From an optimization exercise on the open Yosys and OpenROAD flow, aimed at small area; shortcuts taken in it are not production practice.
Function was checked by simulation only, so behaviour that the tests miss may differ from the original.

== the baseline ==
==> flow/design.v (excerpt) <==
module miniplant_bridge #(
  parameter [15:0]  ANALOG_BASE    = 16'd0,
  parameter [15:0]  INFLAG_BASE    = 16'd0,
  parameter [15:0]  OUTFLAG_BASE   = 16'd8,
  parameter [15:0]  OUTFLAG2_BASE  = 16'd16,
  parameter [15:0]  OVERRIDE_COIL  = 16'd100,
  parameter [15:0]  ACT_BASE       = 16'd8,
  parameter integer ACT_COUNT      = 14,    
  parameter integer RX_DEPTH       = 32,    
  parameter integer RX_AW          = 5,
  parameter integer BACKOFF_CYCLES = 16     
) (
  input  wire         clk,
  input  wire         rst,
  input  wire         rx_valid,
  input  wire [7:0]   rx_data,
  output wire         tx_valid,
  output wire [7:0]   tx_data,
  input  wire         tx_ready,
  input  wire         ser_link_ok,
  input  wire         plc_link_ok,
  output wire         plc_req_valid,
  input  wire         plc_req_ready,
  output reg  [7:0]   plc_req_fc,
  output reg  [15:0]  plc_req_addr,
  output reg  [4:0]   plc_req_cnt,
  output reg  [79:0]  plc_req_wdata,
  input  wire         plc_rsp_valid,
  input  wire         plc_rsp_ok,
  input  wire [1:0]   plc_rsp_cause,
  input  wire [15:0]  plc_rsp_rdata,
  input  wire         shutdown_req,
  input  wire [63:0]  wallclock,
  output wire         pst_valid,
  output wire [151:0] pst_data,
  output wire         log_valid,
  output wire [31:0]  log_word,
  output wire         ser_close,
  output wire         plc_close,
  output wire [3:0]   fsm_state,
  output wire         rx_overflow_o
);
For scale: about 1600 cells after synthesis, roughly 370 flip-flops, about 410 I/O pins.
clock: 6.0 ns
lec_check: 0
abc_area: 1
cap_margin: 20
core_margin: 2
core_utilization: 60
place_density: 0.7
slew_margin: 20
standard.sh (not shown) runs the stock make flow with config.mk's settings and CLKGATE_MAP_FILE= SYNTH_SCRIPT=/design/flow/synth_recipe.tcl, a recipe that flattens the netlist after the stock synthesis.
==> flow/flow/run.sh <==
#!/bin/bash
# The standard layout (standard.sh), with these changes to how it is made:
# - the port buffers use the smallest buffer cell (every port still gets one);
# - the constant outputs share a few tie cells (also after the restructure);
# - at the end of the floorplan step the combinational logic is remapped for
#   area by OpenROAD's restructure and its setup timing repaired
#   (flow/restructure.tcl; ABC's own log goes to rmp/abc.log);
# - before the placement's repair_design every combinational cell is given
#   its smallest drive strength (flow/downsize.tcl);
# - the clock tree is built from clusters of up to 16 flip-flops, each driven
#   by a clkbuf_8, without dummy loads.
# standard.sh's own output goes to standard.log; each ORFS step logs under
# orfs/logs.
export BUFFER_PORTS_ARGS="-buffer_cell sky130_fd_sc_hd__buf_1"
export SKIP_REPAIR_TIE_FANOUT=1
export CTS_ARGS="-sink_clustering_enable -repair_clock_nets -sink_clustering_size 16 -sink_clustering_max_diameter 70 -buf_list sky130_fd_sc_hd__clkbuf_8 -root_buf sky130_fd_sc_hd__clkbuf_16 -dont_use_dummy_load"
export RMP_DIR="$PWD/rmp"
export POST_FLOORPLAN_TCL="$PWD/flow/restructure.tcl"
export PRE_RESIZE_TCL="$PWD/flow/downsize.tcl"
bash standard.sh > standard.log 2>&1
Other scripts of this flow, unchanged in this note and not shown: flow/flow/downsize.tcl, flow/flow/restructure.tcl
--- input diff the baseline..the candidate ---
--- a/flow/design.v
+++ b/flow/design.v
@@ -156,39 +156,38 @@
                    S_FAILED       = 4'hE;
   localparam [7:0] FC_WRITE_REGS  = 8'h10,
                    FC_WRITE_COILS = 8'h0F,
                    FC_READ_COILS  = 8'h01;
   localparam [15:0] ACT_MASK = (ACT_COUNT >= 16) ? 16'hFFFF
                                                  : ((16'd1 << ACT_COUNT) - 16'd1);
   reg [3:0]  st;
   reg        pend;
   reg        shutdown;
   reg        rx_overflow;
   reg [63:0] frm;
-  reg [13:1] act_hi;        
+  reg        ovr;
+  reg [13:0] act;           
   reg [3:0]  cnt;           
   reg [63:0] wc_q;          
   reg [1:0]  aux_q;         
   reg [3:0]  prv;           
   wire       bad_start = frm[0];
   wire       bad_csum  = frm[1];
   wire [7:0] level1    = frm[9:2];      
   wire [7:0] level2    = frm[17:10];    
   wire [7:0] tds       = frm[25:18];
   wire [7:0] flow      = frm[33:26];
   wire [7:0] pressure  = frm[41:34];
   wire [7:0] inF       = frm[49:42];
   wire [7:0] outF      = frm[57:50];
   wire [5:0] outF2     = frm[63:58];
-  wire        ovr = frm[0];
-  wire [13:0] act = {act_hi, frm[1]};
   wire        link_open = (st != S_HALTED) && (st != S_FAILED);
   wire        rx_push   = rx_valid && link_open;
   wire        rx_pop;
   wire [63:0] rx_head;
   wire        frame_ready;
   wire        rx_ovf_evt;
   mp_rx_fifo u_rxq (
     .clk        (clk),
     .rst        (rst),
     .push       (rx_push),
     .push_data  (rx_data),
@@ -299,28 +298,26 @@
   assign log_word[9:8]   = lg_gw ? aux_q : 2'd0;
   assign log_word[15:10] = 6'd0;
   assign log_word[23:16] = lg_start ? {6'd0, aux_q} :
                            lg_gw    ? 8'h00 : level1;
   assign log_word[31:24] = lg_csum ? level2 : 8'h00;
   always @(posedge clk) begin
     wc_q    <= wallclock;
     aux_q   <= (st == S_INIT) ? {!plc_link_ok, !ser_link_ok} : plc_rsp_cause;
     prv     <= st;
     if (rx_pop)
       frm <= rx_head;
-    else if (st == S_RD_OVERRIDE)
-      frm[0] <= plc_rsp_rdata[0];
-    else if (st == S_RD_ACTUATORS)
-      frm[1] <= plc_rsp_rdata[0];
     if (st == S_RD_ACTUATORS)
-      act_hi <= plc_rsp_rdata[13:1];
+      act <= plc_rsp_rdata[13:0];
+    if (st == S_RD_OVERRIDE)
+      ovr <= plc_rsp_rdata[0];
     if (st == S_SEND_REPLY) begin
       if (tx_fire)
         cnt <= cnt + 4'd1;
     end else if (st == S_BACKOFF)
       cnt <= cnt + 4'd1;
     else
       cnt <= 4'd0;
     if (rst) begin
       st          <= S_INIT;
       pend        <= 1'b0;
       shutdown    <= 1'b0;
Notes after the runs:
- Per the comparison of the candidate with the baseline, cell area shows an increase of about 0.3%; wire length of the first global-routing pass now sits lower; number of optimization iterations in the first detailed-route pass +1.
- Reported for the baseline and the candidate, critical path depth turned out identical to the last digit.
- Of the baseline and the candidate, the run reporting the higher share of the clock period used by the worst path was the baseline.
- The baseline → the candidate: least setup slack across all paths after layout has increased; routed wire length shrank by 490 um; die boundary height saw little to no change.
- Looking at the reports, the candidate completed the entire flow and the layout it produced met the timing, design-rule and antenna checks.

==> afterwards: timing with drivers on the ports <==
The flow's constraints put no driver on any port. The routed layouts listed below were extracted and timed again, unchanged, in two steps.
Step 1 assumes that a clkbuf_16 drives the clock port and a buf_2 every other input.
Step 2 adds t to the input delays and takes it off the output delays; t is the mean of the earliest and latest rising clock arrival at the registers after step 1. Input paths then give back, and output paths get back, about the clock's delay inside the block.
a / b / c = no drivers / after step 1 / after step 2; a / b = the first two.
run | shift t [ns] | setup slack, ns | worst slew at a driven data input, ns
the baseline | 0.536 | 0.991 / 0.991 / 0.857 | 0.08
the candidate | 0.540 | 1.584 / 1.584 / 1.098 | 0.07
After both steps every run listed still meets setup and hold. For the candidate, which loses most, drivers alone change the setup slack by 0.000 ns; drivers and shift together by -0.486 ns.
